What follows belongs to an exercise in optimizing a design on an open flow for small area, a short achievable clock period and few clock cycles per item; a production flow would make more cautious choices.
Function was not checked in any run shown here: the RTL went through the layout flow alone.
Power figures rest on the tool's default switching activity, not on a simulated workload.

==> design/flow/design.v <==
module dsk_decoder (
    input  wire         clk,
    input  wire         rst,
    input  wire         in_valid,
    output wire         in_ready,
    input  wire [183:0] in_key,
    input  wire [4:0]   in_klen,
    output reg          out_valid,
    input  wire         out_ready,
    output reg          out_sign,
    output reg  [1:0]   out_class,
    output reg  [31:0]  out_exp,
    output reg  [5:0]   out_dcnt,
    output reg  [143:0] out_digits,
    output wire [2:0]   out_status,
    output wire [4:0]   out_detail
);
    reg         s0_v;
    reg [183:0] s0_key;
    reg [4:0]   s0_klen;
    reg         s0_tn;                  
    reg         s1_v;
    reg         s1_e1;
    reg [3:0]   s1_det1;
    reg         s1_sign;
    reg [1:0]   s1_cls;
    reg         s1_d1;
    reg         s1_adjpos;
    reg [30:0]  s1_ep;
    reg [119:0] s1_dec;
    reg [3:0]   s1_g;
    reg [6:0]   s1_ke;
    reg         s1_e2;
    reg [3:0]   s1_det2;
    reg         s1_tail;
    wire         a_e1;
    wire [3:0]   a_det1;
    wire         a_sign;
    wire [1:0]   a_cls;
    wire         a_d1;
    wire         a_adjpos;
    wire [30:0]  a_ep;
    wire [119:0] a_dec;
    wire [3:0]   a_g;
    wire [6:0]   a_ke;
    wire         a_e2;
    wire [3:0]   a_det2;
    wire         a_tail;
    dsk_stage_a sa (
        .key(s0_key), .klen(s0_klen), .tn(s0_tn),
        .e1(a_e1), .det1(a_det1), .sign(a_sign), .cls(a_cls), .d1(a_d1),
        .adjpos(a_adjpos), .ep(a_ep), .dec(a_dec), .g(a_g), .ke(a_ke),
        .e2(a_e2), .det2(a_det2), .tail(a_tail)
    );
    wire         b_sign;
    wire [1:0]   b_cls;
    wire [31:0]  b_exp;
    wire [5:0]   b_dcnt;
    wire [143:0] b_digits;
    wire         b_status;
    wire [3:0]   b_detail;
    dsk_stage_b sb (
        .e1(s1_e1), .det1(s1_det1), .sign_in(s1_sign), .cls_in(s1_cls), .d1(s1_d1),
        .adjpos(s1_adjpos), .ep(s1_ep), .dec(s1_dec), .g(s1_g), .ke(s1_ke),
        .e2(s1_e2), .det2(s1_det2), .tail(s1_tail),
        .sign(b_sign), .cls(b_cls), .exp(b_exp), .dcnt(b_dcnt),
        .digits(b_digits), .status(b_status), .detail(b_detail)
    );
    reg         out_st;
    reg [3:0]   out_det;
    reg         sk_v;
    reg         sk_sign;
    reg [1:0]   sk_cls;
    reg [31:0]  sk_exp;
    reg [5:0]   sk_dcnt;
    reg [143:0] sk_digits;
    reg         sk_st;
    reg [3:0]   sk_det;
    assign out_status = {2'b00, out_st};
    assign out_detail = {1'b0, out_det};
    reg  ovn;                           
    reg  rdy;                           
    wire adv  = ~sk_v;                  
    assign in_ready = rdy;
    always @(posedge clk) begin
        if (adv) begin
            s0_key    <= in_key;
            s0_klen   <= in_klen;
            s0_tn     <= ~in_key[180];
            s1_e1     <= a_e1;
            s1_det1   <= a_det1;
            s1_sign   <= a_sign;
            s1_cls    <= a_cls;
            s1_d1     <= a_d1;
            s1_adjpos <= a_adjpos;
            s1_ep     <= a_ep;
            s1_dec    <= a_dec;
            s1_g      <= a_g;
            s1_ke     <= a_ke;
            s1_e2     <= a_e2;
            s1_det2   <= a_det2;
            s1_tail   <= a_tail;
            sk_sign   <= b_sign;
            sk_cls    <= b_cls;
            sk_exp    <= b_exp;
            sk_dcnt   <= b_dcnt;
            sk_digits <= b_digits;
            sk_st     <= b_status;
            sk_det    <= b_detail;
        end
        if (out_ready || ovn) begin
            out_sign   <= sk_v ? sk_sign   : b_sign;
            out_class  <= sk_v ? sk_cls    : b_cls;
            out_exp    <= sk_v ? sk_exp    : b_exp;
            out_dcnt   <= sk_v ? sk_dcnt   : b_dcnt;
            out_st     <= sk_v ? sk_st     : b_status;
            out_det    <= sk_v ? sk_det    : b_detail;
            out_digits[143:112] <= sk_v ? sk_digits[143:112] : b_digits[143:112];
        end
        if (out_ready || (ovn && !sk_v))
            out_digits[111:56] <= sk_v ? sk_digits[111:56] : b_digits[111:56];
        if (out_ready || (ovn && rdy))
            out_digits[55:0] <= sk_v ? sk_digits[55:0] : b_digits[55:0];
    end
    always @(posedge clk) begin
        if (rst) begin
            s0_v      <= 1'b0;
            s1_v      <= 1'b0;
            out_valid <= 1'b0;
            ovn       <= 1'b1;
            sk_v      <= 1'b0;
            rdy       <= 1'b1;
        end else if (sk_v) begin
            if (out_ready) begin
                sk_v <= 1'b0;
                rdy  <= 1'b1;
            end
        end else begin
            s0_v <= in_valid;
            s1_v <= s0_v;
            if (ovn || out_ready) begin
                out_valid <= s1_v;
                ovn       <= ~s1_v;
            end
            else begin
                sk_v <= s1_v;
                rdy  <= ~s1_v;
            end
        end
    end
endmodule
module dsk_add3 (
    input  wire [3:0] i,
    output wire [3:0] o
);
    wire ge5 = i[3] | (i[2] & (i[1] | i[0]));
    assign o[3] = ge5;
    assign o[2] = (~ge5 & i[2]) | (i[3] & i[0]);
    assign o[1] = (~ge5 & i[1]) | (i[2] & i[1] & i[0]) | (i[3] & ~i[0]);
    assign o[0] = i[0] ^ ge5;
endmodule
module dsk_bcd10 (
    input  wire [9:0]  v,
    output wire [11:0] d
);
    wire [3:0] a1, a2, a3, a4, a5, a6, a7;
    wire [3:0] b1, b2, b3, b4;
    dsk_add3 c1 (.i({1'b0, v[9:7]}),  .o(a1));
    dsk_add3 c2 (.i({a1[2:0], v[6]}), .o(a2));
    dsk_add3 c3 (.i({a2[2:0], v[5]}), .o(a3));
    dsk_add3 c4 (.i({a3[2:0], v[4]}), .o(a4));
    dsk_add3 c5 (.i({a4[2:0], v[3]}), .o(a5));
    dsk_add3 c6 (.i({a5[2:0], v[2]}), .o(a6));
    dsk_add3 c7 (.i({a6[2:0], v[1]}), .o(a7));
    dsk_add3 t1 (.i({1'b0, a1[3], a2[3], a3[3]}), .o(b1));
    dsk_add3 t2 (.i({b1[2:0], a4[3]}), .o(b2));
    dsk_add3 t3 (.i({b2[2:0], a5[3]}), .o(b3));
    dsk_add3 t4 (.i({b3[2:0], a6[3]}), .o(b4));
    assign d[3:0]  = {a7[2:0], v[0]};
    assign d[7:4]  = {b4[2:0], a7[3]};
    assign d[11:8] = {b1[3], b2[3], b3[3], b4[3]};
endmodule
module dsk_stage_a (
    input  wire [183:0] key,
    input  wire [4:0]   klen,
    input  wire         tn,         
    output wire         e1,         
    output wire [3:0]   det1,
    output wire         sign,
    output wire [1:0]   cls,
    output wire         d1,         
    output wire         adjpos,     
    output wire [30:0]  ep,         
    output wire [119:0] dec,        
    output wire [3:0]   g,          
    output reg  [6:0]   ke,         
    output wire         e2,         
    output wire [3:0]   det2,
    output wire         tail        
);
    integer i, j;
    genvar gk;
    wire [7:0] b0   = key[183:176];
    wire       tbit = key[180];
    wire [29:0] rb;                
    generate
        for (gk = 0; gk < 30; gk = gk + 1) begin : g_rb
            assign rb[gk] = key[179 - gk];
        end
    endgenerate
    reg [30:0] po, pz;             
    reg [29:0] o1, o2, o4, o8, z1, z2, z4, z8;
    always @* begin
        for (i = 0; i < 30; i = i + 1) begin o1[i] = rb[i]; z1[i] = ~rb[i]; end
        for (i = 0; i < 30; i = i + 1) begin
            o2[i] = (i >= 1) ? o1[i] & o1[i - 1] : o1[i];
            z2[i] = (i >= 1) ? z1[i] & z1[i - 1] : z1[i];
        end
        for (i = 0; i < 30; i = i + 1) begin
            o4[i] = (i >= 2) ? o2[i] & o2[i - 2] : o2[i];
            z4[i] = (i >= 2) ? z2[i] & z2[i - 2] : z2[i];
        end
        for (i = 0; i < 30; i = i + 1) begin
            o8[i] = (i >= 4) ? o4[i] & o4[i - 4] : o4[i];
            z8[i] = (i >= 4) ? z4[i] & z4[i - 4] : z4[i];
        end
        po[0] = 1'b1; pz[0] = 1'b1;
        for (i = 0; i < 30; i = i + 1) begin
            po[i + 1] = (i >= 8) ? o8[i] & o8[i - 8] : o8[i];
            pz[i + 1] = (i >= 8) ? z8[i] & z8[i - 8] : z8[i];
        end
        for (i = 16; i < 30; i = i + 1) begin
            po[i + 1] = po[i + 1] & po[i - 15];
            pz[i + 1] = pz[i + 1] & pz[i - 15];
        end
    end
    wire [30:0] pre;               
    wire [29:0] ft;                
    generate
        for (gk = 0; gk < 31; gk = gk + 1) begin : g_pre
            assign pre[gk] = tbit ? po[gk] : pz[gk];
        end
        for (gk = 0; gk < 30; gk = gk + 1) begin : g_ft
            assign ft[gk] = tbit ? (po[gk] & ~rb[gk]) : (pz[gk] & rb[gk]);
        end
    endgenerate
    reg [4:0] u;                   
    reg [4:0] uc;                  
    reg [5:0] uq;                  
    reg [4:0] ur;                  
    always @* begin
        u = 5'd0;
        uq = 6'd0;
        ur = 5'd0;
        for (i = 0; i < 30; i = i + 1) begin
            u = u | ({5{ft[i]}} & i[4:0]);
            uq[i / 5] = uq[i / 5] | ft[i];
            ur[i % 5] = ur[i % 5] | ft[i];
        end
        uc = 5'd0;
        for (i = 1; i <= 30; i = i + 1)
            uc = uc | ({5{pre[i] & ((i == 30) ? 1'b1 : ~pre[i + 1])}} & i[4:0]);
    end
    reg [22:0] lsel;               
    always @* begin
        for (i = 0; i < 23; i = i + 1)
            lsel[i] = (klen == i + 1);
    end
    wire L0   = (klen == 5'd0);
    wire L1   = lsel[0];
    wire Lbig = (klen > 5'd23);
    wire run_trunc = (lsel[1] & pre[12]) | (lsel[2] & pre[20]) | (lsel[3] & pre[28]);
    wire run_long  = pre[30];
    reg [4:0] qa;
    reg [4:0] ra;                  
    always @* begin
        qa = 5'd0;
        ra = 5'd0;
        for (i = 2; i < 24; i = i + 1)
            if (klen == i) begin
                qa = (4 * i - 3) / 5;
                ra[(4 * i - 3) % 5] = 1'b1;
            end
    end
    reg borrow;
    reg [4:0] r5;                  
    always @* begin
        borrow = 1'b0;
        r5 = 5'd0;
        for (i = 0; i < 5; i = i + 1)
            for (j = 0; j < 5; j = j + 1) begin
                if (i < j) borrow = borrow | (ra[i] & ur[j]);
                r5[(i - j + 5) % 5] = r5[(i - j + 5) % 5] | (ra[i] & ur[j]);
            end
    end
    reg [5:0] gq0 [0:5];
    reg [5:0] gq1 [0:5];
    reg [5:0] gsel;
    always @* begin
        gsel = 6'd0;
        for (i = 0; i < 6; i = i + 1) begin
            gq0[i] = {1'b0, qa} - i;
            gq1[i] = {1'b0, qa} - i - 1;
            gsel = gsel | ({6{uq[i]}} & (borrow ? gq1[i] : gq0[i]));
        end
    end
    wire pay_trunc = gsel[5];
    wire g_zero    = (gsel == 6'd0);
    wire g_many    = (gsel[4:0] > 5'd12);
    assign g = gsel[3:0];
    wire [207:0] z = {28'd0, key[179:0]};
    wire [179:0] s4;
    wire [163:0] s3;
    wire [155:0] s2;
    wire [151:0] s1;
    wire [149:0] xv;
    generate
        for (gk = 0; gk < 180; gk = gk + 1) begin : a4
            wire sel = (gk < 90) ? u[4] : uc[4];
            if (gk + 32 <= 207)
                assign s4[179 - gk] = sel ? z[207 - gk - 32] : z[207 - gk];
            else
                assign s4[179 - gk] = ~sel & z[207 - gk];
        end
        for (gk = 0; gk < 164; gk = gk + 1) begin : a3
            wire sel = (gk < 82) ? u[3] : uc[3];
            assign s3[163 - gk] = sel ? s4[179 - gk - 16] : s4[179 - gk];
        end
        for (gk = 0; gk < 156; gk = gk + 1) begin : a2
            wire sel = (gk < 78) ? u[2] : uc[2];
            assign s2[155 - gk] = sel ? s3[163 - gk - 8] : s3[163 - gk];
        end
        for (gk = 0; gk < 152; gk = gk + 1) begin : a1
            wire sel = (gk < 76) ? u[1] : uc[1];
            assign s1[151 - gk] = sel ? s2[155 - gk - 4] : s2[155 - gk];
        end
        for (gk = 0; gk < 150; gk = gk + 1) begin : a0
            assign xv[149 - gk] = u[0] ? s1[151 - gk - 2] : s1[151 - gk];
        end
    endgenerate
    assign dec = xv[119:0];
    assign ep[0] = xv[120] ^ tn;
    generate
        for (gk = 1; gk < 31; gk = gk + 1) begin : g_ep
            if (gk < 30)
                assign ep[gk] = (pre[gk] & (xv[120 + gk] ^ tn)) | ft[gk - 1];
            else
                assign ep[gk] = ft[gk - 1];
        end
    endgenerate
    assign adjpos = key[183] ^ tn;
    always @* begin
        ke = 7'd0;
        for (i = 1; i <= 12; i = i + 1)
            if (gsel[3:0] == i) ke = adjpos ? (7'd0 - 3 * i - 1) : (7'd4 - 3 * i);
    end
    reg [2:0] lastp;               
    always @* begin
        lastp = 3'd0;
        for (i = 0; i < 23; i = i + 1)
            lastp = lastp | ({3{lsel[i]}} & {|key[181 - 8*i -: 2], |key[179 - 8*i -: 2], |key[177 - 8*i -: 2]});
    end
    assign tail = (~r5[0] & lastp[0]) | ((r5[2] | r5[3] | r5[4]) & lastp[1]) |
                  ((r5[3] | r5[4]) & lastp[2]);
    reg       r_e1;
    reg [3:0] r_det1;
    reg       r_sign;
    reg [1:0] r_cls;
    reg       r_d1;
    always @* begin
        r_e1   = 1'b1;
        r_det1 = 4'd0;
        r_sign = 1'b0;
        r_cls  = 2'd0;
        r_d1   = 1'b0;
        if (L0)
            r_det1 = 4'd1;
        else if (Lbig)
            r_det1 = 4'd14;
        else if (L1) begin
            case (b0)
                8'h00: begin r_sign = 1'b1; r_cls = 2'd1; end
                8'h40: begin r_sign = 1'b1; r_d1 = 1'b1; end
                8'h80: begin r_d1 = 1'b1; end
                8'hC0: begin r_cls = 2'd1; end
                8'hE0: begin r_cls = 2'd2; end
                default: r_det1 = 4'd2;
            endcase
        end
        else if (b0[6])
            r_det1 = 4'd3;
        else if (b0[5])
            r_det1 = 4'd4;
        else if (b0[7:2] == 6'b100011 || b0[7:2] == 6'b000100)
            r_det1 = 4'd5;
        else if (run_trunc)
            r_det1 = 4'd6;
        else if (run_long)
            r_det1 = 4'd7;
        else if (pay_trunc)
            r_det1 = 4'd6;
        else begin
            r_e1   = 1'b0;
            r_sign = ~key[183];
        end
    end
    assign e1   = r_e1;
    assign det1 = r_det1;
    assign sign = L1 ? ((b0 == 8'h00) | (b0 == 8'h40)) : ~key[183];
    assign cls  = r_cls;
    assign d1   = r_d1;
    assign e2   = g_zero | g_many | r5[4];
    assign det2 = g_zero ? 4'd6 : g_many ? 4'd9 : 4'd10;
endmodule
module dsk_stage_b (
    input  wire         e1,
    input  wire [3:0]   det1,
    input  wire         sign_in,
    input  wire [1:0]   cls_in,
    input  wire         d1,
    input  wire         adjpos,
    input  wire [30:0]  ep,
    input  wire [119:0] dec,
    input  wire [3:0]   g,
    input  wire [6:0]   ke,
    input  wire         e2,
    input  wire [3:0]   det2,
    input  wire         tail,
    output wire         sign,
    output wire [1:0]   cls,
    output wire [31:0]  exp,
    output wire [5:0]   dcnt,
    output wire [143:0] digits,
    output wire         status,
    output wire [3:0]   detail
);
    integer i;
    genvar gk;
    wire neg = sign_in;            
    reg [11:0] gvalid, glast;
    always @* begin
        for (i = 0; i < 12; i = i + 1) begin
            gvalid[i] = (g > i);
            glast[i]  = (g == i + 1);
        end
    end
    localparam [28:0] EREM = 29'd463129089;
    reg lo_gt, lo_eq;
    always @* begin
        lo_gt = 1'b0;
        lo_eq = 1'b1;
        for (i = 28; i >= 0; i = i - 1) begin
            if (!EREM[i]) lo_gt = lo_gt | (lo_eq & ep[i]);
            lo_eq = lo_eq & (ep[i] == EREM[i]);
        end
    end
    wire exp_large = ep[30] | (ep[29] & lo_gt);
    wire [5:0]  g3 = {g, 1'b0} + {2'b0, g};
    wire [31:0] xe = adjpos ? {1'b0, ep} : ~{1'b0, ep};
    wire [7:0]  lo = {1'b0, xe[6:0]} + {1'b0, ke};
    wire [24:0] xh = xe[31:7];
    reg  [24:0] pa1, pa2, pa4, pa8, pa16, pz1, pz2, pz4, pz8, pz16;
    reg  [24:0] allone, allzero;   
    always @* begin
        for (i = 0; i < 25; i = i + 1) begin pa1[i] = xh[i]; pz1[i] = ~xh[i]; end
        for (i = 0; i < 25; i = i + 1) begin
            pa2[i] = (i >= 1) ? pa1[i] & pa1[i - 1] : pa1[i];
            pz2[i] = (i >= 1) ? pz1[i] & pz1[i - 1] : pz1[i];
        end
        for (i = 0; i < 25; i = i + 1) begin
            pa4[i] = (i >= 2) ? pa2[i] & pa2[i - 2] : pa2[i];
            pz4[i] = (i >= 2) ? pz2[i] & pz2[i - 2] : pz2[i];
        end
        for (i = 0; i < 25; i = i + 1) begin
            pa8[i] = (i >= 4) ? pa4[i] & pa4[i - 4] : pa4[i];
            pz8[i] = (i >= 4) ? pz4[i] & pz4[i - 4] : pz4[i];
        end
        for (i = 0; i < 25; i = i + 1) begin
            pa16[i] = (i >= 8) ? pa8[i] & pa8[i - 8] : pa8[i];
            pz16[i] = (i >= 8) ? pz8[i] & pz8[i - 8] : pz8[i];
        end
        allone[0] = 1'b1; allzero[0] = 1'b1;
        for (i = 1; i < 25; i = i + 1) begin
            allone[i]  = (i >= 17) ? pa16[i - 1] & pa16[i - 17] : pa16[i - 1];
            allzero[i] = (i >= 17) ? pz16[i - 1] & pz16[i - 17] : pz16[i - 1];
        end
    end
    reg [24:0] hi;
    always @* begin
        for (i = 0; i < 25; i = i + 1)
            hi[i] = xh[i] ^ (ke[6] ? (~lo[7] & allzero[i]) : (lo[7] & allone[i]));
    end
    wire [31:0] fexp = {hi, lo[6:0]};
    reg [9:0] v [0:11];
    always @* begin
        for (i = 0; i < 12; i = i + 1)
            v[i] = dec[119 - 10*i -: 10];
    end
    reg bad_declet, zero_last;
    always @* begin
        bad_declet = 1'b0;
        zero_last  = 1'b0;
        for (i = 0; i < 12; i = i + 1) begin
            bad_declet = bad_declet | (gvalid[i] & (&v[i][9:5]) & (v[i][4] | v[i][3]));
            zero_last  = zero_last | (glast[i] & ~(|v[i]));
        end
    end
    localparam [9:0] C99 = 10'd99, C899 = 10'd899, C900 = 10'd900;
    reg gt99, gt899, gt900, eq99, eq899, eq900;
    always @* begin
        gt99 = 1'b0; gt899 = 1'b0; gt900 = 1'b0;
        eq99 = 1'b1; eq899 = 1'b1; eq900 = 1'b1;
        for (i = 9; i >= 0; i = i - 1) begin
            if (!C99[i])  gt99  = gt99  | (eq99  & v[0][i]);
            if (!C899[i]) gt899 = gt899 | (eq899 & v[0][i]);
            if (!C900[i]) gt900 = gt900 | (eq900 & v[0][i]);
            eq99  = eq99  & (v[0][i] == C99[i]);
            eq899 = eq899 & (v[0][i] == C899[i]);
            eq900 = eq900 & (v[0][i] == C900[i]);
        end
    end
    wire lead_bad = neg ? (glast[0] ? gt900 : gt899) : ~gt99;
    wire ok = ~e1 & ~exp_large & ~e2 & ~bad_declet & ~tail & ~zero_last & ~lead_bad;
    wire [143:0] fd;
    generate
        for (gk = 0; gk < 12; gk = gk + 1) begin : g_dig
            wire [9:0]  w = neg ? (10'd999 - v[gk] + {9'd0, glast[gk]}) : v[gk];
            wire [11:0] bd;
            dsk_bcd10 u_bcd (.v(w), .d(bd));
            wire en = gvalid[gk] & ok;
            assign fd[12*gk + 3 -: 4]  = {4{en}} & bd[11:8];
            assign fd[12*gk + 7 -: 4]  = {4{en}} & bd[7:4];
            assign fd[12*gk + 11 -: 4] = {4{en}} & bd[3:0];
        end
    endgenerate
    reg [3:0] r_det;
    always @* begin
        if (e1)               r_det = det1;
        else if (exp_large)   r_det = 4'd8;
        else if (e2)          r_det = det2;
        else if (bad_declet)  r_det = 4'd11;
        else if (tail)        r_det = 4'd10;
        else if (zero_last)   r_det = 4'd12;
        else if (lead_bad)    r_det = 4'd13;
        else                  r_det = 4'd0;
    end
    assign detail = r_det;
    assign status = (r_det != 4'd0);
    assign sign   = (ok | (e1 & (det1 == 4'd0))) & sign_in;
    assign cls    = cls_in;
    assign exp    = {32{ok}} & fexp;
    assign dcnt   = ok ? g3 : {5'd0, d1};
    assign digits = fd;
endmodule
==> design/flow/flow/run.sh <==
#!/bin/bash
# The standard layout (the standard.sh, standard synthesis included), with
# plain buffers on the ports instead of the default port buffer cell.
set -euo pipefail
bash standard.sh "BUFFER_PORTS_ARGS=-buffer_cell sky130_fd_sc_hd__buf_1" finish > standard_flow.log 2>&1
==> design/flow/standard.sh <==
#!/bin/bash
# synth_recipe.tcl (not shown) runs the flow's synth.tcl, then flattens the netlist and writes it again
# the make line also repeats each setting of config.mk as NAME=value (left out here)
make -C /OpenROAD-flow-scripts/flow DESIGN_CONFIG=/design/flow/config.mk WORK_HOME=/design/flow/orfs CLKGATE_MAP_FILE= SYNTH_SCRIPT=/design/flow/synth_recipe.tcl "${@:-finish}"
==> design/flow/config.mk <==
export PLATFORM = sky130hd
export DESIGN_NAME = dsk_decoder
export DESIGN_NICKNAME = dsk_decoder
export VERILOG_FILES = /design/flow/design.v
export SDC_FILE = /design/flow/constraint.sdc
export NUM_CORES = 8
export LEC_CHECK = 0
export ABC_AREA = 1
export CAP_MARGIN = 60
export CORE_MARGIN = 2
export CORE_UTILIZATION = 60
export CTS_BUF_LIST = sky130_fd_sc_hd__clkbuf_16
export CTS_CLUSTER_DIAMETER = 80
export CTS_CLUSTER_SIZE = 30
export PLACE_DENSITY = 0.7
export SLEW_MARGIN = 60
==> design/flow/constraint.sdc <==
create_clock -name core_clock -period 25.0 [get_ports {clk}]
set_input_delay 5.0000 -clock core_clock [delete_from_list [all_inputs] [get_ports {clk}]]
set_output_delay 5.0000 -clock core_clock [all_outputs]
set_load 0.01 [all_outputs]
==> impl_metrics.tcl, run 1 <==
set metrics [dict create \
    gp_congestion 1.07 \
    instances_no_fill 8888 \
    syn_area_sq_um 53100 \
    gr-total-overflow 0 \
    criticalPathCategory "reg -> out" \
    crit_chain "buf_1" \
    insertedDiodeCount 0 \
    hold_slack_ps 458 \
    core-area_sq_um 88100 \
    startpoint_type "register" \
    rows 109 \
    clockBufferDepth 3 \
    vias 51600 \
    ys_types 72 \
    yosysMostFrequentCell "nand2_1" \
    post-route-min-period_ps 6300 \
    drt_pass1_iterations 7 \
    rsz0062_at_grt "no" \
    dieArea_sq_um 90900 \
    ys_async_sr_fraction_pct 0 \
    final_nets 7951 \
    cts_max_level 2 \
    cts_root_buf "clkbuf_16" \
    first_iter_violations 6526 \
    p_leak_uw 0.0276 \
    worst_slew_pin_slew_ps 650 \
    cp_slowest_cell "edfxtp_1" \
    clock_sink_count 754 \
    drive_above_1_share_pct 5.43 \
    die_x_microns 302 \
    fin_crit_sh_pct 25.2 \
    ir_drop_mv 0.0921 \
    outcome "complete, no violations" \
    multi_input_comb_area_sq_um 26700 \
    syn_to_final_growth_pct 7.84 \
    fin_total_pwr_uw 6190 \
    grt_pass1_vias 46300 \
    pin_count 388 \
    tns_ps 0 \
    cts_inserted_buffers 40 \
    cts_resized 0 \
    syn-instance-count 7461 \
    drc 0 \
    postCtsSetupBuffers 0 \
    worstPathRequired_ps 20000 \
    yosys_warnings 6 \
    yosys-top-cells-count "nand2_1 (2663), inv_1 (849), edfxtp_1 (702), nand3_1 (702), o21ai_0 (547)" \
    slowest_delay_ps 460 \
    n_fill_cell 7903 \
    fmax_mhz 159 \
    power_density_nw_per_um2 108 \
    slew_headroom_pct 56.2 \
    yosysSeqAreaShare_pct 41.6 \
    hold_path.class "reg -> reg" \
    wl_per_cell_microns 19.2 \
    synth_edf_count 702 \
    holdBufCountCts 0 \
    slew_viol_final 0 \
    postLayoutCoreUtil_pct 65.0 \
    ys.flop_type "edfxtp_1" \
    skew_ps 40.4 \
    path_clk_slew_ps 100 \
    crit_path_end_kind "output pin" \
    via_per_inst 5.81 \
    yosys.area.top_type "edfxtp_1" \
    maxCapViolCount 0 \
    critPathArrivalTime_ps 1300 \
    setup_viol_count_final 0 \
    ys_ff_latch 754 \
    avgSynthCellArea_sq_um 7.12 \
    hold_viol 0 \
    path_max_fanout 1 \
    grt_usage_pct 36.7 \
    clk_latency_ps 680 \
    antenna_found_initial 1 \
    placedCellCount 8816 \
    die_y_microns 302 \
    crit_buf_inv 1 \
    grt_max_degree 100 \
    synth_top_cell_area_share_pct 39.7 \
    netlist_top_cells_area "edfxtp_1 (40%), nand2_1 (19%), nand3_1 (6.6%)" \
    grt_first_pass_wirelength_mm 259 \
    cts_tree "yes" \
    drtAntennaViolNets 0 \
    cp_top_family "flip-flops" \
    regArea_sq_um 22100 \
    drt-total-wl_mm 170 \
    hpwl_mm 135 \
    initial_utilization_pct 60.3 \
    port_buffers 384 \
]
kinds of logic after synthesis:
group / synth area share (%)
xor+xnor: 2.16
compound gates: 11.0
buf+inv: 8.64
simple gates: 33.8
mux: 1.24
fa+ha+maj: 1.49
flops: 41.6
other cells: 0.00706
sequential cells by signal, indices dropped and copies added, names as in the netlist, 7 cells and up:
name and flops:
s0_key 184, sk_exp 32, s1_ep 31, s1_ke 7, sk_digits 144, s1_dec 120, out_digits 144, out_exp 32
per-stage QoR:
stage               setup slack [ps]  instance area (sq um)
floorplan                       9290                  53100
global placement               18370                  55200
detailed placement             18510                  55700
CTS                            18670                  57100
global route                   18690                  57300
finish                         18700                  57300
placed cells by master (no fill, tap or decap), types with 50 or more instances in the layout:
cell,Yosys,final
edfxtp_1,702,702
mux2i_1,66,65
inv_1,849,849
o21ai_0,547,514
nand2_1,2663,2662
nor2_1,438,426
or2_2,50,50
dfxtp_1,52,51
xor2_1,111,108
buf_1,34,385
nor3_1,68,62
inv_2,67,65
a21oi_1,132,131
nand3_1,702,700
o21ai_1,194,224
ha_1,60,60
nand4_1,105,105
layer usage:
| metal | global-route usage [%] | vias to the layer above | part of all wire, % |
|---|---|---|---|
| met3 | 6.04 | 435 | 9.0 |
| met1 | 49.3 | 23700 | 41 |
| li1 | - | 25100 | - |
| met5 | 0 | - | 0.011 |
| met2 | 57.8 | 2458 | 45 |
| met4 | 17.9 | 2 | 5.6 |
final cells by class:
cell class	count	area share, %
Clock inverter	28	0.732
Inverter	921	6.08
Sequential cell	754	38.6
Clock buffer	41	1.79
Timing Repair Buffer	434	3.66
Tap cell	1165	2.54
Multi-Input combinational cell	5545	46.6
power by group:
group	switching (uW)	leakage (uW)	total [uW]	internal [uW]
clock network	462	0.000707	809	347
registers	126	0.00843	1610	1490
logic	2670	0.0185	3760	1090
total	3260	0.0276	6190	2930
final timing paths:
check | from | to | slack [ps] | cells past startpoint
max | out_digits[52]$_DFFE_PP_ | out_digits[52] | 18700 | 1
min | sk_cls[0]$_DFF_P_ | sk_cls[0]$_DFF_P_ | 460 | 2
max reg2reg | s0_key[180]$_DFFE_PN_ | s1_ep[2]$_DFFE_PN_ | 19330 | 23
min reg2reg | sk_cls[0]$_DFF_P_ | sk_cls[0]$_DFF_P_ | 460 | 2
==> run 2: changes to the inputs <==
--- a/design/flow/config.mk
+++ b/design/flow/config.mk
@@ -13,3 +13,3 @@
 export CTS_CLUSTER_DIAMETER = 80
-export CTS_CLUSTER_SIZE = 30
+export CTS_CLUSTER_SIZE = 25
 export PLACE_DENSITY = 0.7
==> impl_metrics.tcl, run 2 <==
set metrics [dict create \
    outcome "complete, no violations" \
    grt_pass1_vias 46400 \
    crit_buf_inv 1 \
    largest_reg_flops 184 \
    yosys.area.top_type "edfxtp_1" \
    worstPathRequired_ps 20000 \
    yosysSeqAreaShare_pct 41.6 \
    holdBufCountCts 0 \
    yosys-top-cells-count "nand2_1 (2663), inv_1 (849), edfxtp_1 (702), nand3_1 (702), o21ai_0 (547)" \
    cts_tree "yes" \
    ys_types 72 \
    initial_utilization_pct 60.3 \
    dp_worst_setup_slack_ps 18510 \
    cts_resized 0 \
    skew_ps 41.7 \
    clockBufferDepth 3 \
    layout_common_cells "nand2_1 (2662), inv_1 (854), edfxtp_1 (702)" \
    gr-total-overflow 0 \
    cts_inserted_buffers 44 \
    drt_pass1_iterations 7 \
    cts_max_level 2 \
    syn-instance-count 7461 \
    vias 51700 \
    antenna_found_initial 1 \
    p_leak_uw 0.0277 \
    drive_above_1_share_pct 5.43 \
    path_max_fanout 1 \
    path_clk_slew_ps 100 \
    n_fill_cell 7913 \
    syn_to_final_growth_pct 7.91 \
    placedCellCount 8816 \
    crit_path_end_kind "output pin" \
    power_density_nw_per_um2 108 \
    wl_per_cell_microns 19.2 \
    drc 0 \
    grt_usage_pct 36.7 \
    pin_count 388 \
    yosysMostFrequentCell "nand2_1" \
    port_buffers 384 \
    drt-total-wl_mm 171 \
    clock_sink_count 754 \
    criticalPathCategory "reg -> out" \
    netlist_top_cells_area "edfxtp_1 (40%), nand2_1 (19%), nand3_1 (6.6%)" \
    slew_headroom_pct 57.0 \
    hpwl_mm 135 \
    cts_root_buf "clkbuf_16" \
    die_x_microns 302 \
    maxCapViolCount 0 \
    grt_max_degree 100 \
    ys_ff_latch 754 \
    clk_latency_ps 680 \
    yosys_warnings 6 \
    dieArea_sq_um 90900 \
    grt_first_pass_wirelength_mm 259 \
    via_per_inst 5.81 \
    rows 109 \
    synth_edf_count 702 \
    cp_slowest_cell "edfxtp_1" \
    postCtsSetupBuffers 0 \
    post-route-min-period_ps 6310 \
    tns_ps 0 \
    multi_input_comb_area_sq_um 26700 \
    insertedDiodeCount 0 \
    hold_viol 0 \
    setup_viol_count_final 0 \
    critPathArrivalTime_ps 1310 \
    fmax_mhz 158 \
    worst_slack_ps 18690 \
    gp_congestion 1.07 \
    syn_area_sq_um 53100 \
    synth_top_cell_area_share_pct 39.7 \
    hold_path.class "reg -> reg" \
    die_y_microns 302 \
    startpoint_type "register" \
    ir_drop_mv 0.0909 \
    rsz0062_at_grt "no" \
    ys.flop_type "edfxtp_1" \
    cp_top_family "flip-flops" \
    final_nets 7956 \
    instances_no_fill 8895 \
    largestRegisters "s0_key (184), out_digits (144), sk_digits (144)" \
    final_common_cell "nand2_1" \
    crit_chain "buf_1" \
    avgSynthCellArea_sq_um 7.12 \
    slowest_delay_ps 470 \
    ys_async_sr_fraction_pct 0 \
    first_iter_violations 6425 \
    fin_crit_sh_pct 25.2 \
    slew_viol_final 0 \
    core-area_sq_um 88100 \
    drtAntennaViolNets 0 \
    regArea_sq_um 22100 \
    worst_slew_pin_slew_ps 638 \
    top_register "s0_key" \
]
-- run 2: changes by cell type in the layout (fill, tap and decap cells not counted), sizes merged --
cell / change
clkbuf: +4
bufinv: -2
inv: +6
buf: +2
clkinv: -3
-- run 2: cells by family (layout without fill, tap and decap cells) --
family,Yosys count,count (layout),share of synthesized area [%]
simple gates,4219,4219,33.8
buf+inv,1164,1431,8.64
compound gates,1065,1065,11.0
flops,754,754,41.6
xor+xnor,130,130,2.16
mux,66,66,1.24
fa+ha+maj,62,62,1.49
other cells,1,3,0.00706
-- run 2: metal layers --
layer | track usage, % | share of wire [%] | vias to the layer above
met5 | 0 | 0.011 | -
met4 | 17.9 | 5.6 | 2
met3 | 5.78 | 9.0 | 434
met2 | 58.1 | 45 | 2480
met1 | 49.3 | 41 | 23700
li1 | - | - | 25100
-- run 2: stage by stage --
stage | total power [uW] | utilization, % | hold slack, ps | instance area, sq um
global route | 6780 | 65.1 | 477 | 57300
finish | 6200 | 65.1 | 457 | 57300
CTS | 6110 | 64.8 | 460 | 57100
detailed placement | 5300 | 63.2 | 444 | 55700
global placement | 5120 | 62.7 | 431 | 55200
floorplan | 4490 | - | 418 | 53100
-- run 2: area by class of cell --
cell class              instances  share of cell area (%)
multi-input cells            5545                    46.5
repair buffers                435                    3.69
inverters                     921                    6.08
clock buffers                  46                    2.01
flip-flops and latches        754                    38.6
clock inverters                29                   0.568
well taps                    1165                    2.54
-- run 2: tightest hold or removal path, stage by stage (launching register included) --
cell and delay (ps):
dfxtp_1 310, nand2_1 50, nand2_1 70
-- run 2: worst paths after layout --
kind / start / to / slack (ps) / depth (start not counted)
setup / recovery: out_digits[52]$_DFFE_PP_ / out_digits[52] / 18690 / 1
hold / removal: sk_cls[0]$_DFF_P_ / sk_cls[0]$_DFF_P_ / 460 / 2
setup reg to reg: s0_key[180]$_DFFE_PN_ / s1_ep[12]$_DFFE_PN_ / 19350 / 24
hold reg to reg: sk_cls[0]$_DFF_P_ / sk_cls[0]$_DFF_P_ / 460 / 2
-- run 2: power breakdown --
part           switching [uW]  internal (uW)  leakage (uW)
Sequential                126           1490       0.00843
Clock                     462            356      0.000749
Combinational            2680           1090        0.0185
Total                    3260           2930        0.0277
==> run 3: changes to the inputs <==
--- a/design/flow/design.v
+++ b/design/flow/design.v
@@ -20,3 +20,2 @@
     reg [4:0]   s0_klen;
-    reg         s0_tn;                  
     reg         s1_v;
@@ -31,3 +30,2 @@
     reg [3:0]   s1_g;
-    reg [6:0]   s1_ke;
     reg         s1_e2;
@@ -44,3 +42,2 @@
     wire [3:0]   a_g;
-    wire [6:0]   a_ke;
     wire         a_e2;
@@ -49,5 +46,5 @@
     dsk_stage_a sa (
-        .key(s0_key), .klen(s0_klen), .tn(s0_tn),
+        .key(s0_key), .klen(s0_klen),
         .e1(a_e1), .det1(a_det1), .sign(a_sign), .cls(a_cls), .d1(a_d1),
-        .adjpos(a_adjpos), .ep(a_ep), .dec(a_dec), .g(a_g), .ke(a_ke),
+        .adjpos(a_adjpos), .ep(a_ep), .dec(a_dec), .g(a_g),
         .e2(a_e2), .det2(a_det2), .tail(a_tail)
@@ -63,3 +60,3 @@
         .e1(s1_e1), .det1(s1_det1), .sign_in(s1_sign), .cls_in(s1_cls), .d1(s1_d1),
-        .adjpos(s1_adjpos), .ep(s1_ep), .dec(s1_dec), .g(s1_g), .ke(s1_ke),
+        .adjpos(s1_adjpos), .ep(s1_ep), .dec(s1_dec), .g(s1_g),
         .e2(s1_e2), .det2(s1_det2), .tail(s1_tail),
@@ -80,3 +77,2 @@
     assign out_detail = {1'b0, out_det};
-    reg  ovn;                           
     reg  rdy;                           
@@ -88,3 +84,2 @@
             s0_klen   <= in_klen;
-            s0_tn     <= ~in_key[180];
             s1_e1     <= a_e1;
@@ -98,3 +93,2 @@
             s1_g      <= a_g;
-            s1_ke     <= a_ke;
             s1_e2     <= a_e2;
@@ -110,3 +104,3 @@
         end
-        if (out_ready || ovn) begin
+        if (out_ready || (!sk_v && !out_valid)) begin
             out_sign   <= sk_v ? sk_sign   : b_sign;
@@ -115,10 +109,6 @@
             out_dcnt   <= sk_v ? sk_dcnt   : b_dcnt;
+            out_digits <= sk_v ? sk_digits : b_digits;
             out_st     <= sk_v ? sk_st     : b_status;
             out_det    <= sk_v ? sk_det    : b_detail;
-            out_digits[143:112] <= sk_v ? sk_digits[143:112] : b_digits[143:112];
         end
-        if (out_ready || (ovn && !sk_v))
-            out_digits[111:56] <= sk_v ? sk_digits[111:56] : b_digits[111:56];
-        if (out_ready || (ovn && rdy))
-            out_digits[55:0] <= sk_v ? sk_digits[55:0] : b_digits[55:0];
     end
@@ -129,3 +119,2 @@
             out_valid <= 1'b0;
-            ovn       <= 1'b1;
             sk_v      <= 1'b0;
@@ -140,6 +129,4 @@
             s1_v <= s0_v;
-            if (ovn || out_ready) begin
+            if (!out_valid || out_ready)
                 out_valid <= s1_v;
-                ovn       <= ~s1_v;
-            end
             else begin
@@ -185,3 +172,2 @@
     input  wire [4:0]   klen,
-    input  wire         tn,         
     output wire         e1,         
@@ -195,3 +181,2 @@
     output wire [3:0]   g,          
-    output reg  [6:0]   ke,         
     output wire         e2,         
@@ -246,4 +231,3 @@
     endgenerate
-    reg [4:0] u;                   
-    reg [4:0] uc;                  
+    reg [4:0] u;
     reg [5:0] uq;                  
@@ -259,5 +243,2 @@
         end
-        uc = 5'd0;
-        for (i = 1; i <= 30; i = i + 1)
-            uc = uc | ({5{pre[i] & ((i == 30) ? 1'b1 : ~pre[i + 1])}} & i[4:0]);
     end
@@ -318,19 +299,15 @@
         for (gk = 0; gk < 180; gk = gk + 1) begin : a4
-            wire sel = (gk < 90) ? u[4] : uc[4];
             if (gk + 32 <= 207)
-                assign s4[179 - gk] = sel ? z[207 - gk - 32] : z[207 - gk];
+                assign s4[179 - gk] = u[4] ? z[207 - gk - 32] : z[207 - gk];
             else
-                assign s4[179 - gk] = ~sel & z[207 - gk];
+                assign s4[179 - gk] = ~u[4] & z[207 - gk];
         end
         for (gk = 0; gk < 164; gk = gk + 1) begin : a3
-            wire sel = (gk < 82) ? u[3] : uc[3];
-            assign s3[163 - gk] = sel ? s4[179 - gk - 16] : s4[179 - gk];
+            assign s3[163 - gk] = u[3] ? s4[179 - gk - 16] : s4[179 - gk];
         end
         for (gk = 0; gk < 156; gk = gk + 1) begin : a2
-            wire sel = (gk < 78) ? u[2] : uc[2];
-            assign s2[155 - gk] = sel ? s3[163 - gk - 8] : s3[163 - gk];
+            assign s2[155 - gk] = u[2] ? s3[163 - gk - 8] : s3[163 - gk];
         end
         for (gk = 0; gk < 152; gk = gk + 1) begin : a1
-            wire sel = (gk < 76) ? u[1] : uc[1];
-            assign s1[151 - gk] = sel ? s2[155 - gk - 4] : s2[155 - gk];
+            assign s1[151 - gk] = u[1] ? s2[155 - gk - 4] : s2[155 - gk];
         end
@@ -341,3 +318,3 @@
     assign dec = xv[119:0];
-    assign ep[0] = xv[120] ^ tn;
+    assign ep[0] = xv[120] ^ ~tbit;
     generate
@@ -345,3 +322,3 @@
             if (gk < 30)
-                assign ep[gk] = (pre[gk] & (xv[120 + gk] ^ tn)) | ft[gk - 1];
+                assign ep[gk] = (pre[gk] & (xv[120 + gk] ^ ~tbit)) | ft[gk - 1];
             else
@@ -350,16 +327,11 @@
     endgenerate
-    assign adjpos = key[183] ^ tn;
-    always @* begin
-        ke = 7'd0;
-        for (i = 1; i <= 12; i = i + 1)
-            if (gsel[3:0] == i) ke = adjpos ? (7'd0 - 3 * i - 1) : (7'd4 - 3 * i);
-    end
-    reg [2:0] lastp;               
+    assign adjpos = key[183] ~^ tbit;
+    reg [5:0] lastb;
     always @* begin
-        lastp = 3'd0;
+        lastb = 6'd0;
         for (i = 0; i < 23; i = i + 1)
-            lastp = lastp | ({3{lsel[i]}} & {|key[181 - 8*i -: 2], |key[179 - 8*i -: 2], |key[177 - 8*i -: 2]});
+            lastb = lastb | ({6{lsel[i]}} & key[181 - 8*i -: 6]);
     end
-    assign tail = (~r5[0] & lastp[0]) | ((r5[2] | r5[3] | r5[4]) & lastp[1]) |
-                  ((r5[3] | r5[4]) & lastp[2]);
+    assign tail = (~r5[0] & (|lastb[1:0])) | ((r5[2] | r5[3] | r5[4]) & (|lastb[3:2])) |
+                  ((r5[3] | r5[4]) & (|lastb[5:4]));
     reg       r_e1;
@@ -408,3 +380,3 @@
     assign det1 = r_det1;
-    assign sign = L1 ? ((b0 == 8'h00) | (b0 == 8'h40)) : ~key[183];
+    assign sign = r_sign;
     assign cls  = r_cls;
@@ -424,3 +396,2 @@
     input  wire [3:0]   g,
-    input  wire [6:0]   ke,
     input  wire         e2,
@@ -459,2 +430,8 @@
     wire [31:0] xe = adjpos ? {1'b0, ep} : ~{1'b0, ep};
+    reg  [6:0]  ke;
+    always @* begin
+        ke = 7'd0;
+        for (i = 1; i <= 12; i = i + 1)
+            if (g == i) ke = adjpos ? (7'd0 - 3 * i - 1) : (7'd4 - 3 * i);
+    end
     wire [7:0]  lo = {1'b0, xe[6:0]} + {1'b0, ke};
@@ -548,3 +525,3 @@
     assign status = (r_det != 4'd0);
-    assign sign   = (ok | (e1 & (det1 == 4'd0))) & sign_in;
+    assign sign   = (e1 | ok) & sign_in;
     assign cls    = cls_in;
==> design/flow/run.sh (new file) <==
#!/bin/bash
# synth_recipe.tcl (not shown) runs the flow's synth.tcl, then flattens the netlist and writes it again
# the make line also repeats each setting of config.mk as NAME=value (left out here)
make -C /OpenROAD-flow-scripts/flow DESIGN_CONFIG=/design/flow/config.mk WORK_HOME=/design/flow/orfs CLKGATE_MAP_FILE= SYNTH_SCRIPT=/design/flow/synth_recipe.tcl finish
==> design/flow/config.mk (replaced) <==
export PLATFORM = sky130hd
export DESIGN_NAME = dsk_decoder
export DESIGN_NICKNAME = dsk_decoder
export VERILOG_FILES = /design/flow/design.v
export SDC_FILE = /design/flow/constraint.sdc
export NUM_CORES = 8
export LEC_CHECK = 0
export ABC_AREA = 1
export CAP_MARGIN = 20
export CORE_MARGIN = 2
export CORE_UTILIZATION = 40
export PLACE_DENSITY = 0.6
export SLEW_MARGIN = 20
removed: design/flow/flow/run.sh
removed: design/flow/standard.sh
==> impl_metrics.tcl, run 3 <==
set metrics [dict create \
    outcome "complete, no violations" \
    wl_per_cell_microns 21.3 \
    met1_usage_pct 39.7 \
    slew_headroom_pct 25.3 \
    fin_crit_sh_pct 30.9 \
    grt_max_degree 115 \
    ys_ff_latch 745 \
    clk_latency_ps 750 \
    initial_utilization_pct 40.3 \
    cts_max_level 3 \
    ff2ff_setup_slack_ps 17620 \
    fin_total_pwr_uw 5780 \
    hp-start "sk_digits[119]$_DFF_P_" \
    top_register "s0_key" \
    netlist_top_cells_area "edfxtp_1 (32%), nand2_1 (16%), dfxtp_1 (7.5%)" \
    crit_top_cell "buf_4" \
    layout_common_cells "nand2_1 (2263), inv_1 (780), nand3_1 (761)" \
    largest_reg_flops 184 \
    criticalPathCategory "in -> reg" \
    critPathArrivalTime_ps 8080 \
    via_per_inst 5.44 \
    post-route-min-period_ps 7730 \
    ys.flop_type "edfxtp_1" \
    syn-instance-count 7359 \
    use_met2_pct 46.9 \
    vias 51200 \
    postCtsSetupBuffers 0 \
    die_y_microns 365 \
    holdPathEnd "sk_digits[119]$_DFF_P_" \
    startpoint "out_ready" \
    grtUsageMet3_pct 4.15 \
    power_density_nw_per_um2 96.4 \
    ir_drop_mv 0.0612 \
    rows 132 \
    slowest_delay_ps 750 \
    dp_worst_setup_slack_ps 16490 \
    slew_viol_final 0 \
    drt-total-wl_mm 201 \
    grt_usage_pct 29.5 \
    cts_resized 0 \
    antenna_found_initial 4 \
    hold_path.class "reg -> reg" \
    core-area_sq_um 129000 \
    path_clk_slew_ps 60 \
    drt_pass1_iterations 6 \
    cts_root_buf "clkbuf_16" \
    cts_inserted_buffers 82 \
    gp_congestion 1.04 \
    port_buffers 384 \
    worstReg2RegEnd "s1_dec[1]$_DFFE_PN_" \
    worstPathRequired_ps 25350 \
    busiest_layer "met2" \
    worst_slew_pin_slew_ps 1120 \
    ys_async_sr_fraction_pct 0 \
    holdBufCountCts 0 \
    gr-total-overflow 0 \
    hold_slack_ps 448 \
    rsz0062_at_grt "no" \
    cp_slowest_cell "buf_4" \
    worst_slack_ps 17270 \
    placedCellCount 9264 \
    yosys_warnings 6 \
    cp_top_family "buffers and inverters" \
    yosysSeqAreaShare_pct 39.2 \
    skew_ps 46.5 \
    p_leak_uw 0.0271 \
    maxCapViolCount 0 \
    tns_ps 0 \
    crit_path_end_kind "register" \
    path_max_fanout 62 \
    syn_to_final_growth_pct 15.0 \
    dieArea_sq_um 133000 \
    pin_count 388 \
    whs_path_depth 2 \
    yosysMostFrequentCell "nand2_1" \
    ys_types 77 \
    setup_viol_count_final 0 \
    timing.rr.start "s0_key[165]$_DFFE_PN_" \
    final_common_cell "nand2_1" \
    first_iter_violations 5285 \
    startpoint_type "primary input" \
    yosys-top-cells-count "nand2_1 (2263), inv_1 (782), nand3_1 (762), edfxtp_1 (550), nor2_1 (517)" \
    crit_buf_inv 5 \
    avgSynthCellArea_sq_um 7.08 \
    syn_area_sq_um 52100 \
    hpwl_mm 161 \
    synth_edf_count 550 \
    drc 0 \
    clockBufferDepth 3 \
    fmax_mhz 129 \
    grt_pass1_vias 47300 \
    r2r_cells 20 \
    die_x_microns 365 \
    final_nets 7862 \
    drtAntennaViolNets 0 \
    instances_no_fill 9414 \
    drive_above_1_share_pct 6.69 \
    crit_chain "clkdlybuf4s50_1 -> inv_1 -> o21ai_4 -> buf_4 -> buf_4 -> buf_4" \
    cts_tree "yes" \
    clock_sink_count 745 \
    grt_first_pass_wirelength_mm 296 \
    synth_top_cell_area_share_pct 31.7 \
    yosys.area.top_type "edfxtp_1" \
    largestRegisters "s0_key (184), out_digits (144), sk_digits (144)" \
    hold_viol 0 \
]
[run 3: changes by cell type after synthesis, sizes merged, moves of 22 or more]
cell    previous run  this run
a21oi            138       190
a31oi             40        13
dfxtp             52       195
edfxtp           702       550
inv              916       894
mux2i             66        16
nand2           2697      2335
nand3            726       787
nor2             479       576
o211ai            29       225
o21ai            758       592
or2               67       125
[run 3: worst max path at each step]
stage	to	slack (ps)	cells after the start
6_report	out_digits[8]$_DFFE_PP_	17270	6
5_1_grt	out_digits[8]$_DFFE_PP_	17090	6
4_1_cts	out_digits[8]$_DFFE_PP_	17270	6
3_5_place_dp	out_digits[7]$_DFFE_PP_	16490	6
3_3_place_gp	out_digits[8]$_DFFE_PP_	16570	6
2_1_floorplan	out_class[0]$_DFFE_PP_	10180	2
[run 3: kinds of logic (layout without fill, tap and decap cells)]
group	Yosys count	after routing	share of synthesized area, %
adders and majority gates	63	63	1.54
muxes	16	16	0.307
buffers and inverters	1158	1467	8.93
AOI/OAI and AO/OA	1191	1191	13.7
and+or+nand+nor	4057	4057	34.0
other	1	5	0.00719
DFF	745	745	39.2
xor gates and xnor gates	128	128	2.28
[run 3: through the flow]
step / utilization [%] / cell area [sq um]
2_1_floorplan: - / 52100
3_5_place_dp: 44.2 / 57200
4_1_cts: 46.3 / 59900
3_3_place_gp: 44.2 / 57200
5_1_grt: 46.3 / 60000
6_report: 46.3 / 60000
[run 3: where the power goes]
group          leakage, uW  total (uW)  internal [uW]  switching [uW]
logic               0.0181        3000            937            2070
clock network      0.00132        1250            702             546
registers          0.00770        1530           1420             108
total               0.0271        5780           3060            2720
[run 3: cell type report]
class                           count  area [sq um]
Fill cell                       13100         69500
Multi-Input combinational cell   5458         27100
Sequential cell                   745         20400
Timing Repair Buffer              423          4140
Inverter                          896          3380
Clock buffer                      108          2230
Tap cell                         1742          2180
Clock inverter                     40           518
Antenna cell                        2          5.00
[run 3: tightest hold or removal path: stages, from the launching register on]
cell and delay [ps]:
dfxtp_1 300, nand2_1 50, nand2_1 70
[run 3: layer usage]
| layer | vias up | routed length [microns] |
|---|---|---|
| li1 | 25100 | - |
| met1 | 23900 | 88000 |
| met5 | - | 20 |
| met4 | 2 | 10100 |
| met2 | 1852 | 89100 |
| met3 | 379 | 13500 |
==> run 4: changes to the inputs <==
==> design/flow/flow/run.sh (new file) <==
#!/bin/bash
# The standard layout (the standard.sh, standard synthesis included), with
# plain buffers on the ports instead of the default port buffer cell.
set -euo pipefail
bash standard.sh "BUFFER_PORTS_ARGS=-buffer_cell sky130_fd_sc_hd__buf_2" finish > standard_flow.log 2>&1
==> design/flow/standard.sh (new file) <==
#!/bin/bash
# synth_recipe.tcl (not shown) runs the flow's synth.tcl, then flattens the netlist and writes it again
# the make line also repeats each setting of config.mk as NAME=value (left out here)
make -C /OpenROAD-flow-scripts/flow DESIGN_CONFIG=/design/flow/config.mk WORK_HOME=/design/flow/orfs CLKGATE_MAP_FILE= SYNTH_SCRIPT=/design/flow/synth_recipe.tcl "${@:-finish}"
removed: design/flow/run.sh
==> impl_metrics.tcl, run 4 <==
set metrics [dict create \
    drive_above_1_share_pct 11.8 \
    initial_utilization_pct 40.3 \
    cp_slowest_cell "buf_4" \
    cts_root_buf "clkbuf_16" \
    yosys-top-cells-count "nand2_1 (2263), inv_1 (782), nand3_1 (762), edfxtp_1 (550), nor2_1 (517)" \
    avgSynthCellArea_sq_um 7.08 \
    die_x_microns 365 \
    hold_slack_ps 447 \
    layout_common_cells "nand2_1 (2263), inv_1 (780), nand3_1 (761)" \
    p_leak_uw 0.0275 \
    syn-instance-count 7359 \
    ir_drop_mv 0.0711 \
    yosysMostFrequentCell "nand2_1" \
    tns_ps 0 \
    criticalPathCategory "reg -> reg" \
    clock_sink_count 745 \
    drc 0 \
    ys_types 77 \
    wl_met1_mm 86.0 \
    largest_reg_flops 184 \
    maxCapViolCount 0 \
    ys_ff_latch 745 \
    drt_pass1_iterations 6 \
    slew_viol_final 0 \
    die_y_microns 365 \
    post-route-min-period_ps 7060 \
    gp_congestion 1.07 \
    yosys_warnings 6 \
    wl_per_cell_microns 21.1 \
    port_buffers 384 \
    netlist_top_cells_area "edfxtp_1 (32%), nand2_1 (16%), dfxtp_1 (7.5%)" \
    via_per_inst 5.49 \
    grt_usage_pct 29.1 \
    grt_pass1_vias 47300 \
    holdBufCountCts 0 \
    hpwl_mm 159 \
    gr-total-overflow 0 \
    final_nets 7862 \
    worst_slack_ps 17940 \
    rows 132 \
    syn_to_final_growth_pct 11.5 \
    outcome "complete, no violations" \
    core-area_sq_um 129000 \
    first_iter_violations 5564 \
    hold_viol 0 \
    clk_latency_ps 720 \
    dr_wl_met2_mm 88.0 \
    largestRegisters "s0_key (184), out_digits (144), sk_digits (144)" \
    path_max_fanout 108 \
    worstPathRequired_ps 25420 \
    setup_viol_count_final 0 \
    vias 51700 \
    fin_total_pwr_uw 5790 \
    final_common_cell "nand2_1" \
    cts_max_level 3 \
    rsz0062_at_grt "no" \
    slowest_delay_ps 940 \
    ys_async_sr_fraction_pct 0 \
    critPathArrivalTime_ps 7490 \
    insertedDiodeCount 0 \
    yosysSeqAreaShare_pct 39.2 \
    cts_resized 0 \
    postCtsSetupBuffers 0 \
    synth_top_cell_area_share_pct 31.7 \
    dieArea_sq_um 133000 \
    hold_path.class "reg -> reg" \
    highest_layer "met5" \
    fin_crit_sh_pct 28.2 \
    clockBufferDepth 3 \
    cts_inserted_buffers 84 \
    pin_count 388 \
    yosys.area.top_type "edfxtp_1" \
    power_density_nw_per_um2 99.7 \
    grt_first_pass_wirelength_mm 293 \
    crit_path_end_kind "register" \
    worst_slew_pin_slew_ps 1160 \
    cts_tree "yes" \
    met3WireLength_mm 14.4 \
    crit_chain "inv_1 -> nor4_1 -> inv_1 -> nor3_1 -> nand2_1 -> nor2_1 -> inv_1 -> nor2_1 -> o21ai_2 -> nand3_4 -> inv_4 -> nand2_8 -> buf_4 -> buf_4 -> nor2_1 -> a21oi_1 -> nand2_1 -> o21ai_0 -> or2_1 -> o211ai_1 -> nand3_1 -> nand2_1" \
    antenna_found_initial 3 \
    grt_max_degree 144 \
    dp_worst_setup_slack_ps 17460 \
    fmax_mhz 142 \
    slew_headroom_pct 22.8 \
    drt-total-wl_mm 199 \
    syn_area_sq_um 52100 \
    synth_edf_count 550 \
    ys.flop_type "edfxtp_1" \
    skew_ps 43.6 \
    top_register "s0_key" \
    startpoint_type "register" \
    path_clk_slew_ps 70 \
    drtAntennaViolNets 0 \
]
run 4: cell counts after synthesis:
No cell type changed its count.
run 4: where the power goes:
part,internal [uW],switching (uW)
sequential,1420,105
combinational,913,2080
clock,726,550
total,3060,2730
run 4: cells by family after synthesis:
logic type	Yosys count	share of synthesized area, %
adder cells (fa/ha/maj)	63	1.54
buffers and inverters	1158	8.93
flip-flops	745	39.2
XOR/XNOR	128	2.28
multiplexers	16	0.307
other	1	0.00719
AO/OA/AOI/OAI	1191	13.7
AND/OR/NAND/NOR	4057	34.0
run 4: layout make-up:
class,count,area [sq um]
multi-input combinational,5458,27100
timing repair buffer,421,2220
clock inverter,56,573
inverter,896,3380
fill,13400,71400
clock buffer,98,2250
tap,1742,2180
sequential,745,20400
run 4: critical path, delay by kind of cell (launching register included):
kind                   cells  cell delay, ps
AO/OA/AOI/OAI              4            1140
buffers and inverters      6            2370
flip-flops                 1             680
AND/OR/NAND/NOR           12            2450
run 4: through the flow:
step	std cells	instance area [sq um]	util [%]
5_1_grt	9416	58100	44.9
2_1_floorplan	7361	52100	-
3_3_place_gp	9262	55300	42.7
3_5_place_dp	9262	55300	42.7
6_report	9416	58100	44.9
4_1_cts	9416	58100	44.9
run 4: final timing paths:
path                         start               endpoint  slack, ps  cells past startpoint
max          s0_key[163]$_DFFE_PN_   s1_dec[99]$_DFFE_PN_      17940                     22
min reg2reg  sk_digits[10]$_DFF_P_  sk_digits[10]$_DFF_P_        450                      2
min          sk_digits[10]$_DFF_P_  sk_digits[10]$_DFF_P_        450                      2
max reg2reg  s0_key[163]$_DFFE_PN_   s1_dec[99]$_DFFE_PN_      17940                     22
run 4: metal layers:
| metal | GRT usage, % | up-vias |
|---|---|---|
| met1 | 39.4 | 24100 |
| li1 | - | 25100 |
| met5 | 0 | - |
| met4 | 13.7 | 2 |
| met2 | 46.0 | 2149 |
| met3 | 3.99 | 393 |
==> run 5: changes to the inputs <==
--- a/design/flow/config.mk
+++ b/design/flow/config.mk
@@ -8,3 +8,3 @@
 export ABC_AREA = 1
-export CAP_MARGIN = 20
+export CAP_MARGIN = 60
 export CORE_MARGIN = 2
==> impl_metrics.tcl, run 5 <==
set metrics [dict create \
    worstPathRequired_ps 25410 \
    ys_async_sr_fraction_pct 0 \
    synth_edf_count 550 \
    yosysSeqAreaShare_pct 39.2 \
    skew_ps 36.3 \
    ys_types 77 \
    core-area_sq_um 129000 \
    netlist_top_cells_area "edfxtp_1 (32%), nand2_1 (16%), dfxtp_1 (7.5%)" \
    grt_first_pass_wirelength_mm 296 \
    first_iter_violations 5656 \
    power.switching_uw 2740 \
    startpoint_type "register" \
    crit_top_cell "nand2_1" \
    postCtsSetupBuffers 0 \
    seqPwrFrac_pct 26.2 \
    crit_path_end_kind "register" \
    ys.flop_type "edfxtp_1" \
    synth_top_cell_area_share_pct 31.7 \
    rsz0062_at_grt "no" \
    clock_sink_count 745 \
    slowest_delay_ps 540 \
    top_register "s0_key" \
    gp_congestion 1.07 \
    hold_viol 0 \
    rows 132 \
    ys_ff_latch 745 \
    drt_pass1_iterations 6 \
    clk_latency_ps 720 \
    ir_drop_mv 0.0614 \
    final_area_sq_um 59300 \
    worst_slack_ps 18220 \
    grt_max_degree 144 \
    largest_reg_flops 184 \
    largestRegisters "s0_key (184), out_digits (144), sk_digits (144)" \
    die_y_microns 365 \
    worst_slew_pin_slew_ps 769 \
    cts_tree "yes" \
    die_x_microns 365 \
    hold_path.class "reg -> reg" \
    dp_worst_setup_slack_ps 17800 \
    tns_ps 0 \
    fin_total_pwr_uw 5840 \
    final_common_cell "nand2_1" \
    clockBufferDepth 3 \
    power_frac_comb_pct 51.6 \
    slew_viol_final 0 \
    avgSynthCellArea_sq_um 7.08 \
    wl_per_cell_microns 21.0 \
    slew_headroom_pct 48.2 \
    drt-total-wl_mm 199 \
    post-route-min-period_ps 6780 \
    criticalPathCategory "reg -> reg" \
    syn_area_sq_um 52100 \
    port_buffers 384 \
    power_switching_share_pct 46.9 \
    intPower_uw 3100 \
    path_max_fanout 7 \
    cts_resized 0 \
    setup_viol_count_final 0 \
    final_nets 7951 \
    hpwl_mm 162 \
    fin_crit_sh_pct 27.1 \
    cts_root_buf "clkbuf_16" \
    drc 0 \
    critPathArrivalTime_ps 7190 \
    yosys-top-cells-count "nand2_1 (2263), inv_1 (782), nand3_1 (762), edfxtp_1 (550), nor2_1 (517)" \
    insertedDiodeCount 0 \
    hold_slack_ps 448 \
    dieArea_sq_um 133000 \
    grt_usage_pct 29.3 \
    cts_inserted_buffers 84 \
    vias 51900 \
    holdBufCountCts 0 \
    fmax_mhz 147 \
    grt_pass1_vias 48000 \
    yosys_warnings 6 \
    drive_above_1_share_pct 12.8 \
    drtAntennaViolNets 0 \
    antenna_found_initial 5 \
    cts_max_level 3 \
    yosysMostFrequentCell "nand2_1" \
    cp_slowest_cell "edfxtp_1" \
    syn_to_final_growth_pct 13.7 \
    gr-total-overflow 0 \
    layout_common_cells "nand2_1 (2263), inv_1 (780), nand3_1 (761)" \
    initial_utilization_pct 40.3 \
    p_leak_uw 0.0281 \
    syn-instance-count 7359 \
    placed_area_sq_um 56400 \
    yosys.area.top_type "edfxtp_1" \
    power_frac_clock_pct 22.3 \
    pin_count 388 \
    power_density_nw_per_um2 98.5 \
    maxCapViolCount 0 \
    path_clk_slew_ps 60 \
    via_per_inst 5.46 \
    outcome "complete, no violations" \
]
-- run 5: worst paths after layout --
| check | startpoint | end | slack, ps | cells past startpoint |
|---|---|---|---|---|
| worst min register to register | sk_digits[23]$_DFF_P_ | sk_digits[23]$_DFF_P_ | 450 | 2 |
| worst max-delay path | s1_g[2]$_DFFE_PN_ | out_exp[29]$_DFFE_PP_ | 18220 | 40 |
| worst max register to register | s1_g[2]$_DFFE_PN_ | out_exp[29]$_DFFE_PP_ | 18220 | 40 |
| worst min-delay path | sk_digits[23]$_DFF_P_ | sk_digits[23]$_DFF_P_ | 450 | 2 |
-- run 5: layout make-up --
class,count,area (sq um)
clock inverter,50,616
multi-input combinational,5458,27100
tap,1742,2180
fill,13300,70200
timing repair buffer,510,3320
sequential,745,20400
inverter,896,3380
clock buffer,103,2260
-- run 5: kinds of logic after synthesis --
family | Yosys count | synth area share [%]
xor gates and xnor gates | 128 | 2.28
AOI/OAI and AO/OA | 1191 | 13.7
adders and majority gates | 63 | 1.54
buffers and inverters | 1158 | 8.93
DFF | 745 | 39.2
muxes | 16 | 0.307
other | 1 | 0.00719
and+or+nand+nor | 4057 | 34.0
-- run 5: metrics by stage --
step                cells  utilization, %
floorplan            7361               -
global placement     9262            42.7
detailed placement   9350            43.5
CTS                  9503            45.8
global route         9504            45.8
finish               9504            45.8
-- run 5: power by group through the flow --
stage / Clock (uW) / Combinational, uW / Sequential [uW]
3_3_place_gp: 0 / 2860 / 1550
6_report: 1300 / 3010 / 1530
4_1_cts: 1320 / 2990 / 1520
2_1_floorplan: 0 / 2340 / 1500
5_1_grt: 1370 / 3450 / 1530
3_5_place_dp: 0 / 2970 / 1550
-- run 5: critical path: cells and delay by family (launching register included) --
family                     cells  cell delay [ps]
buffers and inverters          4              600
AOI/OAI and AO/OA             14             1930
DFF                            1              540
xor gates and xnor gates       1              180
and+or+nand+nor               19             2510
adders and majority gates      2              650
-- run 5: layer usage --
layer / vias up / wire [microns] / global-route usage [%]
met5: - / 67 / 0
met2: 2075 / 88000 / 46.0
li1: 25300 / - / -
met4: 10 / 10800 / 14.8
met1: 24100 / 86000 / 39.5
met3: 442 / 14600 / 4.01
==> run 6: changes to the inputs <==
--- a/design/flow/config.mk
+++ b/design/flow/config.mk
@@ -8,3 +8,3 @@
 export ABC_AREA = 1
-export CAP_MARGIN = 60
+export CAP_MARGIN = 20
 export CORE_MARGIN = 2
@@ -12,2 +12,2 @@
 export PLACE_DENSITY = 0.6
-export SLEW_MARGIN = 20
+export SLEW_MARGIN = 60
==> impl_metrics.tcl, run 6 <==
set metrics [dict create \
    cts_root_buf "clkbuf_16" \
    grt_first_pass_wirelength_mm 294 \
    worstReg2RegEnd "out_exp[28]$_DFFE_PP_" \
    cts_max_level 3 \
    antenna_found_initial 5 \
    clockBufferDepth 3 \
    gp_congestion 1.07 \
    drc 0 \
    hp-start "sk_digits[23]$_DFF_P_" \
    path_clk_slew_ps 60 \
    via_per_inst 5.45 \
    crit_buf_inv 7 \
    ys_types 77 \
    fmax_mhz 146 \
    ff2ff_setup_slack_ps 18140 \
    syn_area_sq_um 52100 \
    ir_drop_mv 0.0646 \
    hold_viol 0 \
    yosys.area.top_type "edfxtp_1" \
    postLayoutCoreUtil_pct 45.6 \
    vias 51500 \
    skew_ps 38.8 \
    drt_pass1_iterations 6 \
    crit_top_cell "inv_1" \
    crit_path_end_kind "register" \
    r2r_cells 33 \
    largestRegisters "s0_key (184), out_digits (144), sk_digits (144)" \
    synth_edf_count 550 \
    yosys_warnings 6 \
    largest_reg_flops 184 \
    fin_crit_sh_pct 27.4 \
    ys_ff_latch 745 \
    syn_to_final_growth_pct 13.3 \
    ys.flop_type "edfxtp_1" \
    drtAntennaViolNets 0 \
    cts_tree "yes" \
    whs_path_depth 2 \
    top_register "s0_key" \
    grt_usage_pct 29.2 \
    final_common_cell "nand2_1" \
    cts_inserted_buffers 83 \
    hold_path.class "reg -> reg" \
    grt_max_degree 114 \
    die_x_microns 365 \
    p_leak_uw 0.0279 \
    slowest_delay_ps 500 \
    layout_common_cells "nand2_1 (2263), inv_1 (779), nand3_1 (761)" \
    drt-total-wl_mm 199 \
    dieArea_sq_um 133000 \
    core-area_sq_um 129000 \
    yosys-top-cells-count "nand2_1 (2263), inv_1 (782), nand3_1 (762), edfxtp_1 (550), nor2_1 (517)" \
    hpwl_mm 160 \
    grt_pass1_vias 47600 \
    post-route-min-period_ps 6860 \
    yosysSeqAreaShare_pct 39.2 \
    path_max_fanout 7 \
    drive_above_1_share_pct 12.8 \
    initial_utilization_pct 40.3 \
    port_buffers 384 \
    outcome "complete, no violations" \
    slew_headroom_pct 48.4 \
    cts_resized 0 \
    synth_top_cell_area_share_pct 31.7 \
    power_density_nw_per_um2 99.0 \
    holdPathEnd "sk_digits[23]$_DFF_P_" \
    wl_per_cell_microns 21.1 \
    cp_top_family "simple AND/OR/NAND/NOR gates" \
    first_iter_violations 5518 \
    rsz0062_at_grt "no" \
    worstPathRequired_ps 25430 \
    worst_slew_pin_slew_ps 765 \
]
-- run 6: changes by cell type in the layout (fill, tap and decap cells not counted), moves of 12 or more --
cell,before,now
o21ai_0,324,282
buf_12,22,10
nor2_1,517,501
buf_8,0,13
buf_4,45,13
buf_2,418,387
o21ai_1,248,283
nor2_2,37,52
-- run 6: layout make-up --
class / count / area [sq um]
repair buffers: 445 / 2820
inverters: 896 / 3420
well taps: 1742 / 2180
clock inverters: 46 / 594
multi-input cells: 5458 / 27300
fillers: 13300 / 70400
flip-flops and latches: 745 / 20400
clock buffers: 109 / 2330
diodes: 1 / 2.50
-- run 6: worst max-delay path by stage --
stage | start | endpoint | cells past startpoint
finish | s1_g[3]$_DFFE_PN_ | out_exp[28]$_DFFE_PP_ | 33
floorplan | sk_v$_SDFF_PP0_ | out_class[0]$_DFFE_PP_ | 2
CTS | s1_g[3]$_DFFE_PN_ | out_exp[28]$_DFFE_PP_ | 39
global route | s1_g[3]$_DFFE_PN_ | out_exp[28]$_DFFE_PP_ | 40
detailed placement | out_ready | out_digits[1]$_DFFE_PP_ | 8
global placement | out_ready | out_digits[5]$_DFFE_PP_ | 5
-- run 6: kinds of logic (layout without fill, tap and decap cells) --
| group | after synthesis | after routing | share of synthesized area, % |
|---|---|---|---|
| AOI/OAI and AO/OA | 1191 | 1191 | 13.7 |
| xor gates and xnor gates | 128 | 128 | 2.28 |
| DFF | 745 | 745 | 39.2 |
| muxes | 16 | 16 | 0.307 |
| and+or+nand+nor | 4057 | 4057 | 34.0 |
| adders and majority gates | 63 | 63 | 1.54 |
| buffers and inverters | 1158 | 1496 | 8.93 |
| other | 1 | 4 | 0.00719 |
-- run 6: stage by stage --
stage	total power [uW]	instances	hold slack (ps)	instance area, sq um	worst slack (ps)
final	5850	9442	446	59100	18140
after CTS	5840	9433	452	58800	18230
after global routing	6370	9441	465	59100	17510
after global placement	4410	9262	431	55300	17520
after detailed placement	4510	9278	435	55900	17820
after floorplan	3840	7361	418	52100	10180
-- run 6: power by group --
part | internal (uW) | leakage, uW | switching (uW) | total [uW]
Combinational | 926 | 0.0188 | 2080 | 3010
Sequential | 1420 | 0.00770 | 106 | 1530
Clock | 762 | 0.00142 | 551 | 1310
-- run 6: worst reg2reg max path: cells and delay by family, from the launching register on --
kind	cells	cell delay [ps]
AO/OA/AOI/OAI	10	1540
buffers and inverters	7	1040
AND/OR/NAND/NOR	13	2560
XOR/XNOR	1	160
flip-flops	1	500
adder cells (fa/ha/maj)	2	750
-- run 6: per-layer routing --
layer  global-route usage (%)  vias up  wire [microns]
met2                     45.7     1962           87700
li1                         -    25100               -
met4                     14.7       10           10700
met5                        0        -              63
met3                     4.35      426           14800
met1                     39.3    23900           85800
